Background: an optimization exercise with open tools, aiming at small area, a short achievable clock period and few clock cycles. Do not read the settings as production practice. RTL that was checked went through simulation tests only; none was proved equivalent to the original. Power is estimated from default activity; no workload was simulated.

## P
==> flow/design.v <==
module crc16_serial (
    input  wire [15:0] crc,
    input  wire [7:0]  din,
    input  wire        feed,
    output wire [15:0] nxt
);
    wire [7:0] x0 = (crc[15:8] ^ din) & {8{feed}};
    wire [7:0] x  = x0 ^ {4'h0, x0[7:4]};
    assign nxt = {crc[7:0], 8'h00} ^ {x[3:0], 12'h000} ^ {3'b000, x, 5'b00000} ^ {8'h00, x};
endmodule
module frame_encoder (
    input  wire       clk,
    input  wire       rst,
    input  wire       in_valid,
    input  wire [7:0] in_data,
    output reg        in_ready,
    output reg        tx_valid,
    output reg  [7:0] tx_data,
    output reg        tx_last,
    input  wire       tx_ready
);
    localparam [7:0] START = 8'h7E;
    localparam [7:0] ESC   = 8'h7D;
    localparam [2:0] E_START = 3'd0,
                     E_OP    = 3'd1,
                     E_LEN   = 3'd2,
                     E_PAY   = 3'd3,
                     E_CRCL  = 3'd4,
                     E_CRCH  = 3'd5;
    reg  [2:0]  state;
    reg  [7:0]  remain;      
    reg         pend;        
    reg         pb;          
    reg  [15:0] crc;
    wire [15:0] crc_nxt;
    reg         sk_valid;
    reg  [7:0]  sk_data;
    reg         sk_last;
    crc16_serial u_crc (.crc(crc), .din(in_data), .feed(body_state && !rst), .nxt(crc_nxt));
    wire body_state = (state == E_OP) || (state == E_LEN) || (state == E_PAY);
    wire room       = !sk_valid;
    wire   take     = in_valid && in_ready;
    wire res_in = (in_data[7:2]  == 6'b011111) && (in_data[1]  ^ in_data[0]);
    wire res_lo = (crc[7:2]      == 6'b011111) && (crc[1]      ^ crc[0]);
    wire res_hi = (crc[15:10]    == 6'b011111) && (crc[9]      ^ crc[8]);
    wire       crcl  = (state == E_CRCL);
    wire       crch  = (state == E_CRCH);
    wire [7:0] src   = pend                ? {6'b011111, !pb, pb} :
                       (state == E_START)  ? START :
                       crcl                ? crc[7:0] :
                       crch                ? crc[15:8] : in_data;
    wire       esc   = !pend && (crcl ? res_lo : crch ? res_hi : (body_state && res_in));
    wire [7:0] g_data  = {src[7:2], src[1] && !esc, src[0] || esc};
    wire       g_valid = pend || crcl || crch || in_valid;
    wire       g_last  = pend ? (state == E_START) : (crch && !res_hi);
    wire make = room && g_valid;
    always @(posedge clk) begin
        if (take || rst || (state == E_START) || (crch && make && !pend))
            crc <= crc_nxt;
    end
    always @(posedge clk) begin
        if (take) begin
            if (state == E_LEN) remain <= in_data;
            else                remain <= remain - 8'd1;
        end
    end
    always @(posedge clk) begin
        if (!pend)
            pb <= (state == E_CRCL) ? crc[0] : (state == E_CRCH) ? crc[8] : in_data[0];
    end
    always @(posedge clk) begin
        if (!tx_valid || tx_ready) begin
            tx_data <= sk_valid ? sk_data : g_data;
            tx_last <= sk_valid ? sk_last : g_last;
        end
        if (room) begin
            sk_data <= g_data;
            sk_last <= g_last;
        end
    end
    reg [2:0] state_n;
    reg       pend_n;
    always @(*) begin
        state_n = state;
        pend_n  = pend;
        if (make) begin
            if (pend) begin
                pend_n = 1'b0;
            end else begin
                case (state)
                E_START: state_n = E_OP;
                E_OP, E_LEN, E_PAY: begin
                    pend_n = res_in;
                    if (state == E_OP)
                        state_n = E_LEN;
                    else if (state == E_LEN)
                        state_n = (in_data == 8'd0) ? E_CRCL : E_PAY;
                    else if (remain == 8'd1)
                        state_n = E_CRCL;
                end
                E_CRCL: begin
                    pend_n  = res_lo;
                    state_n = E_CRCH;
                end
                E_CRCH: begin
                    pend_n  = res_hi;
                    state_n = E_START;
                end
                default: state_n = E_START;
                endcase
            end
        end
    end
    wire sk_valid_n = tx_valid && !tx_ready && (sk_valid || make);
    always @(posedge clk) begin
        if (rst) begin
            state    <= E_START;
            pend     <= 1'b0;
            tx_valid <= 1'b0;
            sk_valid <= 1'b0;
            in_ready <= 1'b0;
        end else begin
            state    <= state_n;
            pend     <= pend_n;
            tx_valid <= sk_valid || make || (tx_valid && !tx_ready);
            sk_valid <= sk_valid_n;
            in_ready <= !sk_valid_n && !pend_n &&
                        ((state_n == E_OP) || (state_n == E_LEN) || (state_n == E_PAY));
        end
    end
endmodule
module frame_decoder (
    input  wire       clk,
    input  wire       rst,
    input  wire       rx_valid,
    input  wire [7:0] rx_data,
    input  wire       rx_last,
    output reg        rx_ready,
    output reg        body_valid,
    output reg  [7:0] body_data,
    input  wire       body_ready,
    output reg        res_valid,
    output reg  [2:0] res_cause,
    input  wire       res_ready
);
    localparam [7:0] START = 8'h7E;
    localparam [7:0] ESC   = 8'h7D;
    localparam [2:0] C_OK     = 3'd0,
                     C_MARKER = 3'd1,
                     C_TRUNC  = 3'd2,
                     C_LENGTH = 3'd3,
                     C_CRC    = 3'd4;
    localparam [3:0] D_START = 4'd0,
                     D_OP    = 4'd1,
                     D_LEN   = 4'd2,
                     D_PAY   = 4'd3,      
                     D_CRCH  = 4'd5,
                     D_DONE  = {1'b1, C_OK},
                     D_EMARK = {1'b1, C_MARKER},
                     D_ELEN  = {1'b1, C_LENGTH},
                     D_ECRC  = {1'b1, C_CRC};
    reg  [3:0]  dph;
    reg         escf;
    reg  [7:0]  remain;      
    reg         lo_ok;       
    reg  [15:0] crc;
    wire [15:0] crc_nxt;
    reg         bs_valid;
    reg  [7:0]  bs_data;
    reg         rs_valid;
    reg  [2:0]  rs_cause;
    wire crc_feed;
    crc16_serial u_crc (.crc(crc), .din(rx_data), .feed(crc_feed), .nxt(crc_nxt));
    wire   take     = rx_valid && rx_ready;
    wire in_frame   = (dph == D_OP) || (dph == D_LEN) || (dph == D_PAY) ||
                      (dph == D_CRCH);
    wire pay_left   = (remain != 8'd0);
    wire body_ph    = (dph == D_OP) || (dph == D_LEN) || ((dph == D_PAY) && pay_left);
    wire is_esc     = (rx_data == ESC);
    wire is_content = in_frame && (escf || !is_esc);
    wire is_body    = body_ph && (escf || !is_esc);
    wire hi_ok      = (crc[15:8] == rx_data);
    reg [3:0] dph_nxt;
    always @(*) begin
        dph_nxt = dph;
        case (dph)
        D_START: dph_nxt = (rx_data == START) ? D_OP : D_EMARK;
        D_OP:    if (is_content) dph_nxt = D_LEN;
        D_LEN:   if (is_content) dph_nxt = D_PAY;
        D_PAY:   if (is_content && !pay_left) dph_nxt = D_CRCH;
        D_CRCH:  if (is_content) dph_nxt = (lo_ok && hi_ok) ? D_DONE : D_ECRC;
        D_DONE:  dph_nxt = D_ELEN;
        default: ;
        endcase
    end
    wire [2:0] cause_nxt = dph_nxt[3] ? dph_nxt[2:0] : C_TRUNC;
    wire push_b = take && is_body;
    wire push_r = take && rx_last;
    wire crc_shift = rst || (take && (rx_last || (dph == D_START)));
    assign crc_feed = !rst && !rx_last && (dph != D_START);
    always @(posedge clk) begin
        if (push_b || crc_shift)
            crc <= crc_nxt;
    end
    always @(posedge clk) begin
        if (take && is_content) begin
            if (dph == D_LEN) remain <= rx_data;
            else              remain <= remain - 8'd1;
            lo_ok <= (crc[7:0] == rx_data);
        end
    end
    wire bs_valid_n = body_valid && !body_ready && (bs_valid || push_b);
    wire rs_valid_n = res_valid && !res_ready && (rs_valid || push_r);
    always @(posedge clk) begin
        if (!body_valid || body_ready) body_data <= bs_valid ? bs_data : rx_data;
        if (!bs_valid)                 bs_data   <= rx_data;
        if (!res_valid || res_ready)   res_cause <= rs_valid ? rs_cause : cause_nxt;
        if (!rs_valid)                 rs_cause  <= cause_nxt;
    end
    always @(posedge clk) begin
        if (rst) begin
            body_valid <= 1'b0;
            bs_valid   <= 1'b0;
            res_valid  <= 1'b0;
            rs_valid   <= 1'b0;
            rx_ready   <= 1'b1;
        end else begin
            body_valid <= bs_valid || push_b || (body_valid && !body_ready);
            bs_valid   <= bs_valid_n;
            res_valid  <= rs_valid || push_r || (res_valid && !res_ready);
            rs_valid   <= rs_valid_n;
            rx_ready   <= !bs_valid_n && !rs_valid_n;
        end
    end
    always @(posedge clk) begin
        if (take)
            escf <= in_frame && !escf && is_esc;
    end
    always @(posedge clk) begin
        if (rst)
            dph <= D_START;
        else if (take)
            dph <= rx_last ? D_START : dph_nxt;
    end
endmodule
module frame_codec (
    input  wire       clk,
    input  wire       rst,
    input  wire       enc_valid,
    input  wire [7:0] enc_data,
    output wire       enc_ready,
    output wire       tx_valid,
    output wire [7:0] tx_data,
    output wire       tx_last,
    input  wire       tx_ready,
    input  wire       rx_valid,
    input  wire [7:0] rx_data,
    input  wire       rx_last,
    output wire       rx_ready,
    output wire       body_valid,
    output wire [7:0] body_data,
    input  wire       body_ready,
    output wire       res_valid,
    output wire [2:0] res_cause,
    input  wire       res_ready
);
    frame_encoder u_enc (
        .clk(clk), .rst(rst),
        .in_valid(enc_valid), .in_data(enc_data), .in_ready(enc_ready),
        .tx_valid(tx_valid), .tx_data(tx_data), .tx_last(tx_last),
        .tx_ready(tx_ready)
    );
    frame_decoder u_dec (
        .clk(clk), .rst(rst),
        .rx_valid(rx_valid), .rx_data(rx_data), .rx_last(rx_last),
        .rx_ready(rx_ready),
        .body_valid(body_valid), .body_data(body_data), .body_ready(body_ready),
        .res_valid(res_valid), .res_cause(res_cause), .res_ready(res_ready)
    );
endmodule
export LEC_CHECK = 0
export ABC_AREA = 1
export ABC_CLOCK_PERIOD_IN_PS = 2000
export CAP_MARGIN = 20
export CORE_MARGIN = 2
export CORE_UTILIZATION = 40
export SETUP_SLACK_MARGIN = 2.2
export SLEW_MARGIN = 20
export TNS_END_PERCENT = 0
export BUFFER_PORTS_ARGS = -buffer_cell sky130_fd_sc_hd__buf_1
export CTS_ARGS = -sink_clustering_enable -repair_clock_nets -buf_list sky130_fd_sc_hd__clkbuf_8 -dont_use_dummy_load
create_clock -name core_clock -period 4.0 [get_ports {clk}]
standard.sh (not shown) runs the stock make flow with config.mk's settings and CLKGATE_MAP_FILE= SYNTH_SCRIPT=/design/flow/synth_recipe.tcl, a recipe that flattens the netlist after the stock synthesis.
==> flow/flow/run.sh <==
#!/bin/bash
# Standard ORFS layout with small port buffers and no CTS dummy loads.
set -euo pipefail
cat >> config.mk <<'CFG'
export BUFFER_PORTS_ARGS = -buffer_cell sky130_fd_sc_hd__buf_1
export CTS_ARGS = -sink_clustering_enable -repair_clock_nets -buf_list sky130_fd_sc_hd__clkbuf_8 -dont_use_dummy_load
CFG
bash standard.sh > standard.log 2>&1
Changes in Q relative to P:
--- a/flow/design.v
+++ b/flow/design.v
@@ -1,10 +1,9 @@
 module crc16_serial (
     input  wire [15:0] crc,
     input  wire [7:0]  din,
-    input  wire        feed,
     output wire [15:0] nxt
 );
-    wire [7:0] x0 = (crc[15:8] ^ din) & {8{feed}};
+    wire [7:0] x0 = crc[15:8] ^ din;
     wire [7:0] x  = x0 ^ {4'h0, x0[7:4]};
     assign nxt = {crc[7:0], 8'h00} ^ {x[3:0], 12'h000} ^ {3'b000, x, 5'b00000} ^ {8'h00, x};
 endmodule
@@ -36,7 +35,7 @@
     reg         sk_valid;
     reg  [7:0]  sk_data;
     reg         sk_last;
-    crc16_serial u_crc (.crc(crc), .din(in_data), .feed(body_state && !rst), .nxt(crc_nxt));
+    crc16_serial u_crc (.crc(crc), .din(in_data), .nxt(crc_nxt));
     wire body_state = (state == E_OP) || (state == E_LEN) || (state == E_PAY);
     wire room       = !sk_valid;
     wire   take     = in_valid && in_ready;
@@ -55,7 +54,9 @@
     wire       g_last  = pend ? (state == E_START) : (crch && !res_hi);
     wire make = room && g_valid;
     always @(posedge clk) begin
-        if (take || rst || (state == E_START) || (crch && make && !pend))
+        if (state == E_START)
+            crc <= 16'h0000;
+        else if (take)
             crc <= crc_nxt;
     end
     always @(posedge clk) begin
@@ -65,7 +66,7 @@
         end
     end
     always @(posedge clk) begin
-        if (!pend)
+        if (room && !pend)
             pb <= (state == E_CRCL) ? crc[0] : (state == E_CRCH) ? crc[8] : in_data[0];
     end
     always @(posedge clk) begin
@@ -153,7 +154,8 @@
     localparam [3:0] D_START = 4'd0,
                      D_OP    = 4'd1,
                      D_LEN   = 4'd2,
-                     D_PAY   = 4'd3,      
+                     D_PAY   = 4'd3,
+                     D_CRCL  = 4'd4,
                      D_CRCH  = 4'd5,
                      D_DONE  = {1'b1, C_OK},
                      D_EMARK = {1'b1, C_MARKER},
@@ -169,13 +171,11 @@
     reg  [7:0]  bs_data;
     reg         rs_valid;
     reg  [2:0]  rs_cause;
-    wire crc_feed;
-    crc16_serial u_crc (.crc(crc), .din(rx_data), .feed(crc_feed), .nxt(crc_nxt));
+    crc16_serial u_crc (.crc(crc), .din(rx_data), .nxt(crc_nxt));
     wire   take     = rx_valid && rx_ready;
     wire in_frame   = (dph == D_OP) || (dph == D_LEN) || (dph == D_PAY) ||
-                      (dph == D_CRCH);
-    wire pay_left   = (remain != 8'd0);
-    wire body_ph    = (dph == D_OP) || (dph == D_LEN) || ((dph == D_PAY) && pay_left);
+                      (dph == D_CRCL) || (dph == D_CRCH);
+    wire body_ph    = (dph == D_OP) || (dph == D_LEN) || (dph == D_PAY);
     wire is_esc     = (rx_data == ESC);
     wire is_content = in_frame && (escf || !is_esc);
     wire is_body    = body_ph && (escf || !is_esc);
@@ -186,8 +186,9 @@
         case (dph)
         D_START: dph_nxt = (rx_data == START) ? D_OP : D_EMARK;
         D_OP:    if (is_content) dph_nxt = D_LEN;
-        D_LEN:   if (is_content) dph_nxt = D_PAY;
-        D_PAY:   if (is_content && !pay_left) dph_nxt = D_CRCH;
+        D_LEN:   if (is_content) dph_nxt = (rx_data == 8'd0) ? D_CRCL : D_PAY;
+        D_PAY:   if (is_content && remain == 8'd1) dph_nxt = D_CRCL;
+        D_CRCL:  if (is_content) dph_nxt = D_CRCH;
         D_CRCH:  if (is_content) dph_nxt = (lo_ok && hi_ok) ? D_DONE : D_ECRC;
         D_DONE:  dph_nxt = D_ELEN;
         default: ;
@@ -196,10 +197,10 @@
     wire [2:0] cause_nxt = dph_nxt[3] ? dph_nxt[2:0] : C_TRUNC;
     wire push_b = take && is_body;
     wire push_r = take && rx_last;
-    wire crc_shift = rst || (take && (rx_last || (dph == D_START)));
-    assign crc_feed = !rst && !rx_last && (dph != D_START);
-    always @(posedge clk) begin
-        if (push_b || crc_shift)
+    always @(posedge clk) begin
+        if (dph == D_START)
+            crc <= 16'h0000;
+        else if (push_b)
             crc <= crc_nxt;
     end
     always @(posedge clk) begin
@@ -233,14 +234,13 @@
         end
     end
     always @(posedge clk) begin
-        if (take)
+        if (rst) begin
+            dph  <= D_START;
+            escf <= 1'b0;
+        end else if (take) begin
             escf <= in_frame && !escf && is_esc;
-    end
-    always @(posedge clk) begin
-        if (rst)
-            dph <= D_START;
-        else if (take)
-            dph <= rx_last ? D_START : dph_nxt;
+            dph  <= rx_last ? D_START : dph_nxt;
+        end
     end
 endmodule
 module frame_codec (
## What came out
Row data arrival time of the critical path: Q higher / P lower. [compare] base=P new=Q: worst hold slack lost 4.9 ps; final-stage net count has increased. The final reports for Q and P show clock share of power higher in the former. The internal power of the cells reported for Q is smaller than that of P by 0.00024 W. After detailed routing, P needs less wire than Q. Measured against each other, P and Q differ in XOR/XNOR share of the synthesized area, the higher figure coming from Q. Sort P and Q by part of the power in combinational logic, descending, and P comes first. In Q, the final cell count came out 63 above the value in P. Looking at signed area change from the synthesized netlist to the final layout, Q sits 6.2 points below P. Wire length of the first global-routing pass in Q is 1300 µm higher than in P. | clock network area share | P vs Q | ≈ equal |.
Testbench counts of Q, summed over its fixed seeds: cycles 4,443.
Only the layout flow was run in P; the RTL was not checked for function there.

==> what the ideal ports hide <==
Ports are ideal in the flow. The routed layouts listed here were re-timed in OpenROAD.
Step 1 sets driving cells, clkbuf_16 on the clock port and buf_2 on the other inputs (assumed; they add their load-dependent delay and slew).
Step 2 moves the port delays by t, midway between the first and last clock arrival at a register: inputs arrive t later, outputs are due t later. That takes back most of the time a late clock gives input paths.
Slacks: ideal ports / drivers / drivers and shift; pairs: ideal ports / drivers.
run	t (ns)	setup WS [ns]	worst slew at a driven data input, ns
P	0.396	2.130 / 2.140 / 1.744	0.04
Q	0.407	2.163 / 2.179 / 1.771	0.03
After both steps every run listed still meets setup and hold. The setup slack of Q, which loses most, moves by +0.016 ns with the drivers and by -0.392 ns with both steps.
